This is an optimization exercise on Yosys and OpenROAD, whose aim is small area, a short achievable clock period and few clock cycles per item, not a production implementation. Where RTL was checked, it was by simulation tests only, not by an equivalence proof against the original. Power figures rest on the tool's default switching activity, not on a simulated workload.

== job 7932 ==
## qsearch_mb
module qsearch_mb (
    input  wire        clk,
    input  wire        rst,         
    input  wire        in_valid,
    output wire        in_ready,
    input  wire [15:0] in_coef,     
    input  wire        in_mode,     
    output wire        out_valid,
    input  wire        out_ready,
    output wire [3:0]  out_qno,     
    output wire        out_fit,     
    output wire [11:0] out_cost,    
    output wire [11:0] out_cls      
);
Size: ~2,200 cells after synthesis, roughly 52 I/O pins.
Settings: LEC_CHECK=0, CAP_MARGIN=50, CORE_MARGIN=2, CORE_UTILIZATION=60, CTS_CLUSTER_DIAMETER=120, CTS_CLUSTER_SIZE=24, SLEW_MARGIN=70, SYNTH_MEMORY_MAX_BITS=8192, BUFFER_PORTS_ARGS=-buffer_cell sky130_fd_sc_hd__buf_2; clock period 12.5 ns.
standard.sh (not shown) runs the stock make flow with config.mk's settings and CLKGATE_MAP_FILE= SYNTH_SCRIPT=/design/flow/synth_recipe.tcl, a recipe that flattens the netlist after the stock synthesis.
==> flow/flow/run.sh <==
#!/bin/bash
# Standard layout, with the port buffers made of plain buffers
# (sky130_fd_sc_hd__buf_2) instead of the delay buffers buffer_ports picks.
set -euo pipefail
echo 'export BUFFER_PORTS_ARGS = -buffer_cell sky130_fd_sc_hd__buf_2' >> "$FLOW_CONFIG"
bash standard.sh > standard.log 2>&1
Job 7932: full flow OK, the timing, DRC and antenna checks passed
> inputs changed (job 7932 -> job 2974)
diff --git a/flow/config.mk b/flow/config.mk
--- a/flow/config.mk
+++ b/flow/config.mk
@@ -10,3 +10,3 @@
-export CORE_UTILIZATION = 60
-export CTS_CLUSTER_DIAMETER = 120
-export CTS_CLUSTER_SIZE = 24
+export CORE_UTILIZATION = 40
+export CTS_CLUSTER_DIAMETER = 80
+export CTS_CLUSTER_SIZE = 20
[summary]
Job 2974 and job 7932 ended up with roughly the same multi-input gate area in the final layout. Combined flip-flop and latch cell area delta (job 7932 -> job 2974): insignificant. The lower relative contribution of combinational cells to total power of job 2974 and job 7932 is in job 2974. Taking job 7932 as the reference, in job 2974 routing usage on met2 went down by 13 points, mean number of vias per cell went down by about 8%, sum of met2 wire segment lengths after detailed routing went up by 4.0%, maximum frequency went down by 0.83%.
Modified inputs, job 6273 compared to job 2974
diff --git a/flow/config.mk b/flow/config.mk
--- a/flow/config.mk
+++ b/flow/config.mk
@@ -8 +8 @@
-export CAP_MARGIN = 50
+export CAP_MARGIN = 30
@@ -10,4 +10,4 @@
-export CORE_UTILIZATION = 40
-export CTS_CLUSTER_DIAMETER = 80
-export CTS_CLUSTER_SIZE = 20
-export SLEW_MARGIN = 70
+export CORE_UTILIZATION = 60
+export CTS_CLUSTER_DIAMETER = 120
+export CTS_CLUSTER_SIZE = 24
+export SLEW_MARGIN = 50
Both conditions hold for job 6273: the flow ran to the end and the final layout passed the timing, DRC and antenna checks.
Combinational power share: job 6273 vs job 2974 up 1.8 points
NOTE: cell depth of the worst min-delay path in job 6273 exceeds that of job 2974
Job 6273 gives less part of the power in the clock network than job 2974 did.
Post-route total power: job 6273 vs job 2974 down about 10%
Fmax: job 2974 and job 6273 compared, higher one is job 6273
Clock latency on the worst-skew pair sits lower in job 6273 than in job 2974.
Cell area for job 6273: about 4.3% down relative to job 2974
The final estimated routing congestion in global placement of job 2974 and that of job 6273 are within noise of each other.
### job 6273 -> job 4843
diff --git a/flow/config.mk b/flow/config.mk
--- a/flow/config.mk
+++ b/flow/config.mk
@@ -10 +10 @@
-export CORE_UTILIZATION = 60
+export CORE_UTILIZATION = 75
## What came out
Per the comparison of job 4843 with job 6273, non-clock buffer share of cell area saw a decrease, share of layout cells above drive strength 1 saw little to no change, remaining global-route overflow saw little to no change.
What job 6273 reported for count of filler cells inserted in the layout has to be multiplied by 0.62 to get the figure for job 4843.
What job 7339 does differently from job 4843 at the input level:
diff --git a/flow/config.mk b/flow/config.mk
--- a/flow/config.mk
+++ b/flow/config.mk
@@ -8 +8 @@
-export CAP_MARGIN = 30
+export CAP_MARGIN = 20
@@ -10 +10 @@
-export CORE_UTILIZATION = 75
+export CORE_UTILIZATION = 60
@@ -13 +13 @@
-export SLEW_MARGIN = 50
+export SLEW_MARGIN = 30
Findings:
- Job 7339 finished every stage and its layout cleared the timing, DRC and antenna checks.
- Wire length of the first global-routing pass in job 7339 is 930 um above job 4843.
- The setup slack on the worst flop-to-flop path reported for job 7339 is smaller than that of job 4843 by 0.13 ns.
- Job 4843 → job 7339: die outline area rose 24%; utilization after layout moved down; total power draw comparable; cell area reported after detailed placement increased by about 0.35% relative to the old numbers; flip-flop and latch count essentially unchanged.
- Detailed route, job 7339 vs job 4843: via total lower for job 7339
- Setup slack: job 7339 < job 4843
- The number of placed instances with taps included in job 7339 sits 3.3% above the value recorded for job 4843.
No run of this note included a check of the RTL's function; only the layout flow was run.

qsearch_mb, a different RTL version from the one above (not shown whole).
Size: ~2300 cells after synthesis, ~52 I/O pins, roughly 21000 um^2 of cells after synthesis.
clock: 12.5 ns
lec_check: 0
cap_margin: 50
core_margin: 2
core_utilization: 40
slew_margin: 70
synth_memory_max_bits: 8192
buffer_ports_args: -buffer_cell sky130_fd_sc_hd__buf_2
Scripts as last shown in full above: flow/flow/run.sh
Testbench counts at the start, summed over its fixed seeds: cycles 49,200, mbs 128.
Rerun with:
Settings changed: CORE_UTILIZATION 40 to 25.
- critical path depth does not change
- area after synthesis does not change
- routed wire length is lower by about 1%
- worst setup slack is worse by 29 ps
- cell count is higher by 13%
- via count is lower by 1.6%
- total power is lower by 0.71%
- clock-buffer cell count is higher by 3
- clock skew is higher by 14 ps
- die area is higher by 59%
- synthesized cell count does not change
Rerun with:
Settings changed: CORE_UTILIZATION 25 to 40, CTS_CLUSTER_DIAMETER set to 120, CTS_CLUSTER_SIZE set to 24.
Sequential share of layout area grows by 1.9 points; setup slack improved by 60 ps; flip-flop and latch count does not change; via count grows by 0.73%; global-route usage grows by 6.8 points; non-clock buffer count grows by 2; combinational power grows by about 1%; synthesized cell count stays the same; power shrinks by 18%.

The RTL this note starts from:
==> flow/design.v <==
module qsearch_mb (
    input  wire        clk,
    input  wire        rst,         
    input  wire        in_valid,
    output wire        in_ready,
    input  wire [15:0] in_coef,     
    input  wire        in_mode,     
    output wire        out_valid,
    input  wire        out_ready,
    output wire [3:0]  out_qno,     
    output wire        out_fit,     
    output wire [11:0] out_cost,    
    output wire [11:0] out_cls      
);
    reg         rdy;               
    reg         v0;
    reg  [15:0] c0;
    reg         m0;
    assign in_ready = rdy;
    always @(posedge clk) begin
        v0 <= in_valid && rdy && !rst;
        c0 <= in_coef;
        m0 <= in_mode;
    end
    reg  [5:0]  cnt;               
    reg  [2:0]  blk;
    reg         bmode;
    reg         g11, g23, g35;     
    reg  [2:0]  ucat [0:12];       
    reg         dc1;               
    reg         f1;                
    reg         e1;                
    reg  [2:0]  blke;              
    reg         eob2;              
    localparam [16*13-1:0] ROWS = {
        16'h5544,    
        16'h5443,    
        16'h2111,    
        16'h1111,    
        16'h4433,    
        16'h4332,    
        16'h3322,    
        16'h3221,    
        16'h2211,    
        16'h2110,    
        16'h1100,    
        16'h1000,    
        16'h0000     
    };
    wire        neg  = c0[15];
    wire [15:0] y    = c0 ^ {16{neg}};
    wire        ac0  = v0 && (cnt != 6'd0);
    wire        md   = (cnt == 6'd0) ? m0 : bmode;
    wire [1:0]  zone = md ? cnt[1:0] : cnt[5:4];
    function ge(input [15:0] yy, input nn, input [15:0] t);
        ge = (yy >= t) || (nn && yy == t - 16'd1);
    endfunction
    localparam [2:0] C_Z = 3'd0, C_A1 = 3'd1, C_A2 = 3'd3, C_A3 = 3'd2,
                     C_A4 = 3'd6, C_BAD = 3'd7, C_NOP = 3'd4;
    function [2:0] cat_of(input [15:0] yy, input nn, input [2:0] s);
        begin
            if (ge(yy, nn, 16'd256 << s))     cat_of = C_BAD;
            else if (ge(yy, nn, 16'd4 << s)) cat_of = C_A4;
            else if (ge(yy, nn, 16'd3 << s)) cat_of = C_A3;
            else if (ge(yy, nn, 16'd2 << s)) cat_of = C_A2;
            else if (ge(yy, nn, 16'd1 << s)) cat_of = C_A1;
            else                             cat_of = C_Z;
        end
    endfunction
    wire [2:0]  cat_s [0:5];
    genvar sg;
    generate
        for (sg = 0; sg < 6; sg = sg + 1) begin : shs
            assign cat_s[sg] = cat_of(y, neg, sg);
        end
    endgenerate
    integer k;
    always @(posedge clk) begin
        if (rst) begin
            cnt  <= 6'd0;
            blk  <= 3'd0;
            e1   <= 1'b0;
            eob2 <= 1'b0;
        end else begin
            if (v0) begin
                cnt <= cnt + 6'd1;
                if (cnt == 6'd63) blk <= (blk == 3'd5) ? 3'd0 : blk + 3'd1;
            end
            e1   <= v0 && (cnt == 6'd63);
            eob2 <= e1;
        end
        if (v0 && cnt == 6'd0) bmode <= m0;
        if (v0 && cnt == 6'd1) begin
            g11 <= ge(y, neg, 16'd12);
            g23 <= ge(y, neg, 16'd24);
            g35 <= ge(y, neg, 16'd36);
        end else if (ac0) begin
            g11 <= g11 | ge(y, neg, 16'd12);
            g23 <= g23 | ge(y, neg, 16'd24);
            g35 <= g35 | ge(y, neg, 16'd36);
        end
        if (v0 && cnt == 6'd63) blke <= blk;
        for (k = 0; k < 13; k = k + 1)
            ucat[k] <= ac0 ? cat_s[ROWS[16*k + 4*zone +: 3]] : C_NOP;
        dc1   <= v0 && (cnt == 6'd0);
        f1    <= v0 && (cnt == 6'd1);
    end
    wire [6:0]  u_acc [0:12];
    wire        u_ovf [0:12];
    genvar u;
    generate
        for (u = 0; u < 13; u = u + 1) begin : unit
            reg  [6:0] acc;
            reg  [1:0] run;        
            reg        ovf;        
            reg  [2:0] c;
            reg  [4:0] tok;
            reg  [1:0] run_n;
            reg        bad;
            wire [6:0] base = f1 ? 7'd31 : acc;
            wire       ovfb = !f1 && ovf;
            wire [7:0] sum;
            wire [5:0] cy;
            assign cy[0] = 1'b0;
            genvar b;
            for (b = 0; b < 5; b = b + 1) begin : rc
                assign sum[b]  = base[b] ^ tok[b] ^ cy[b];
                assign cy[b+1] = (base[b] & tok[b]) | (cy[b] & (base[b] ^ tok[b]));
            end
            wire [2:0] hi1 = {1'b0, base[6:5]} + 3'd1;
            assign sum[7:5] = cy[5] ? hi1 : {1'b0, base[6:5]};
            always @(*) begin
                c     = ucat[u];
                tok   = 5'd0;
                run_n = 2'd0;
                bad   = 1'b0;
                case (c)
                    C_Z: run_n = (run == 2'd3) ? 2'd3 : run + 2'd1;
                    C_A1: case (run)
                              2'd0: tok = 5'd3;  2'd1: tok = 5'd5;
                              2'd2: tok = 5'd6;  default: tok = 5'd16;
                          endcase
                    C_A2: case (run)
                              2'd0: tok = 5'd4;  2'd1: tok = 5'd11;
                              default: tok = 5'd17;
                          endcase
                    C_A3: case (run)
                              2'd0: tok = 5'd5;  2'd1: tok = 5'd12;
                              default: tok = 5'd18;
                          endcase
                    C_A4: case (run)
                              2'd0: tok = 5'd16; 2'd1: tok = 5'd23;
                              default: tok = 5'd29;
                          endcase
                    C_BAD: bad = 1'b1;
                    default: run_n = run;
                endcase
            end
            always @(posedge clk) begin
                acc <= sum[6:0];
                run <= dc1 ? 2'd0 : run_n;
                ovf <= ovfb | sum[7] | bad;
            end
            assign u_acc[u] = acc;
            assign u_ovf[u] = ovf;
        end
    endgenerate
    localparam [4*9-1:0] CQ = {4'd1, 4'd3, 4'd5, 4'd7, 4'd9, 4'd11, 4'd13, 4'd14, 4'd15};
    localparam [4*9-1:0] CN = {4'd8, 4'd7, 4'd6, 4'd5, 4'd4, 4'd3, 4'd2, 4'd1, 4'd0};
    localparam [4*9-1:0] CC = {4'd12, 4'd11, 4'd8, 4'd7, 4'd6, 4'd5, 4'd4, 4'd10, 4'd9};
    reg  [9:0]  tot [0:8];
    reg  [8:0]  fit;
    reg  [11:0] cls;
    reg         pend;              
    reg         eob3;              
    reg         sel_cl, sel_nl;    
    reg         sel_ch, sel_nh;    
    wire [1:0]  bcls   = g35 ? 2'd3 : g23 ? 2'd2 : g11 ? 2'd1 : 2'd0;
    wire        chroma = blke[2];
    reg         r1;                
    reg         ofree;             
    reg         taken;             
    wire        tinit  = taken || r1;      
    genvar n;
    generate
        for (n = 0; n < 9; n = n + 1) begin : cand
            wire [6:0] an  = u_acc[CN[4*n +: 4]];
            wire [6:0] ac  = u_acc[CC[4*n +: 4]];
            wire [4:0] alo = ({5{sel_cl}} & ac[4:0]) | ({5{sel_nl}} & an[4:0]);
            wire [1:0] ahi = ({2{sel_ch}} & ac[6:5]) | ({2{sel_nh}} & an[6:5]);
            wire       bad = (sel_ch && (u_ovf[CC[4*n +: 4]] || (chroma && ac[6] && ac[5]))) ||
                             (sel_nh && (u_ovf[CN[4*n +: 4]] || (chroma && an[6] && an[5])));
            reg        cs;
            wire [4:0] slo, shi;
            wire [5:0] cl, ch;
            wire [4:0] bhi = {3'd0, ahi};
            assign cl[0] = 1'b0;
            assign ch[0] = cs;
            genvar b;
            for (b = 0; b < 5; b = b + 1) begin : rc
                assign slo[b]   = tot[n][b] ^ alo[b] ^ cl[b];
                assign cl[b+1]  = (tot[n][b] & alo[b]) | (cl[b] & (tot[n][b] ^ alo[b]));
                assign shi[b]   = tot[n][5+b] ^ bhi[b] ^ ch[b];
                assign ch[b+1]  = (tot[n][5+b] & bhi[b]) | (ch[b] & (tot[n][5+b] ^ bhi[b]));
            end
            always @(posedge clk) begin
                cs <= cl[5];
                if (tinit) begin
                    tot[n] <= 10'd862;
                    fit[n] <= 1'b1;
                end else begin
                    tot[n] <= {shi, slo};
                    fit[n] <= fit[n] && !bad;
                end
            end
        end
    endgenerate
    reg         ov;
    reg  [3:0]  r_qno;
    reg         r_fit;
    reg  [9:0]  r_cost;
    reg  [3:0]  s_qno;
    reg  [9:0]  s_cost;
    integer j;
    always @(*) begin
        s_qno  = 4'd0;
        s_cost = 10'd0;
        for (j = 8; j >= 0; j = j - 1)
            if (fit[j]) begin
                s_qno  = CQ[4*j +: 4];
                s_cost = tot[j];
            end
    end
    always @(posedge clk) begin
        if (eob2) cls[2*blke +: 2] <= bcls;
        r1 <= rst;
        eob3 <= eob2 && !rst;
        sel_cl <= e1 && g35 && !rst;
        sel_nl <= e1 && !g35 && !rst;
        sel_ch <= sel_cl && !rst;
        sel_nh <= sel_nl && !rst;
        r_qno  <= s_qno;
        r_fit  <= |fit;
        r_cost <= s_cost;
        taken  <= ov && out_ready && !rst;
        if (rst) begin
            pend  <= 1'b0;
            ov    <= 1'b0;
            ofree <= 1'b1;
            rdy   <= 1'b1;
        end else begin
            if (eob3 && blke == 3'd5) pend <= 1'b1;
            else if (ofree)           pend <= 1'b0;
            ov    <= ov ? !out_ready : pend;
            ofree <= ofree ? !pend : out_ready;
            rdy   <= !((pend || !ofree) && (blk == 3'd0) && (cnt[5:2] == 4'b1111));
        end
    end
    assign out_valid = ov;
    assign out_qno   = r_qno;
    assign out_fit   = r_fit;
    assign out_cost  = {2'd0, r_cost};
    assign out_cls   = cls;
endmodule
==> flow/config.mk <==
export PLATFORM = sky130hd
export DESIGN_NAME = qsearch_mb
export DESIGN_NICKNAME = qsearch_mb
export VERILOG_FILES = /design/flow/design.v
export SDC_FILE = /design/flow/constraint.sdc
export NUM_CORES = 4
export LEC_CHECK = 0
export CAP_MARGIN = 20
export CORE_MARGIN = 2
export CORE_UTILIZATION = 60
export CTS_CLUSTER_DIAMETER = 120
export CTS_CLUSTER_SIZE = 24
export SLEW_MARGIN = 20
export SYNTH_MEMORY_MAX_BITS = 8192
export BUFFER_PORTS_ARGS = -buffer_cell sky130_fd_sc_hd__buf_2
==> flow/constraint.sdc <==
create_clock -name core_clock -period 12.5 [get_ports {clk}]
set_input_delay 2.5000 -clock core_clock [delete_from_list [all_inputs] [get_ports {clk}]]
set_output_delay 2.5000 -clock core_clock [all_outputs]
set_load 0.01 [all_outputs]
Scripts as last shown in full above: flow/flow/run.sh
Testbench counts at the start, summed over its fixed seeds: cycles 49,200, mbs 128.
Next try:
- SLEW_MARGIN: 20 -> 30
After rerunning:
- final cell count hardly moves
- worst setup slack improves by 0.0051 ns
- routed wire length is about the same
- count of clock-buffer cells in the layout stays the same
- core utilization hardly moves
- area after synthesis is unchanged
Next try:
- CTS_CLUSTER_DIAMETER: 120 -> 150
- CTS_CLUSTER_SIZE: 24 -> 28
The changed run went through all stages and came out clean.
Routed wire length stays flat.
Setup slack gains 0.019 ns.
Count of clock-buffer cells in the layout went down by 3.
Total power came out lower by 1.6%.
Area after synthesis is unchanged.
Critical path depth stays the same.
Design area barely changes.
Sequential share of layout area stays flat.
Utilization came out lower by 0.14 points.
First-iteration DRC count rises by 1.8%.

==> afterwards: timing with drivers on the ports <==
How much do the figures lean on ideal ports? The routed layouts below were timed once more, with nothing changed but the port constraints.
Step 1 assumes that a clkbuf_16 drives the clock port and a buf_2 every other input.
Step 2, shift: input delay + t, output delay - t, t = (earliest + latest rising clock arrival at the registers) / 2. This alone moves slack from input paths to output paths.
Slacks: ideal / step 1 / step 2; pairs: ideal / step 1.
| run | t, ns | setup WS [ns] | worst hold slack (ns) |
|---|---|---|---|
| job 7932 | 0.582 | 8.878 / 8.824 / 9.184 | 0.412 / 0.412 / 0.412 |
| job 2974 | 0.619 | 8.848 / 8.791 / 9.135 | 0.440 / 0.440 / 0.440 |
| job 6273 | 0.583 | 8.890 / 8.835 / 9.016 | 0.428 / 0.428 / 0.428 |
| job 4843 | 0.576 | 8.888 / 8.836 / 9.134 | 0.444 / 0.444 / 0.444 |
| job 7339 | 0.587 | 8.878 / 8.823 / 8.997 | 0.427 / 0.427 / 0.427 |
| the first run of note 2 | 0.613 | 8.860 / 8.803 / 9.221 | 0.439 / 0.439 / 0.439 |
| the second run of note 2 | 0.627 | 8.831 / 8.777 / 9.196 | 0.440 / 0.440 / 0.440 |
| the third run of note 2 | 0.586 | 8.891 / 8.832 / 9.202 | 0.433 / 0.433 / 0.433 |
| the first run of note 3 | 0.567 | 8.882 / 8.830 / 8.943 | 0.436 / 0.436 / 0.436 |
| the second run of note 3 | 0.570 | 8.887 / 8.836 / 8.962 | 0.437 / 0.437 / 0.437 |
| the third run of note 3 | 0.567 | 8.906 / 8.854 / 8.952 | 0.438 / 0.438 / 0.438 |
After both steps setup and hold are still met in every run listed.
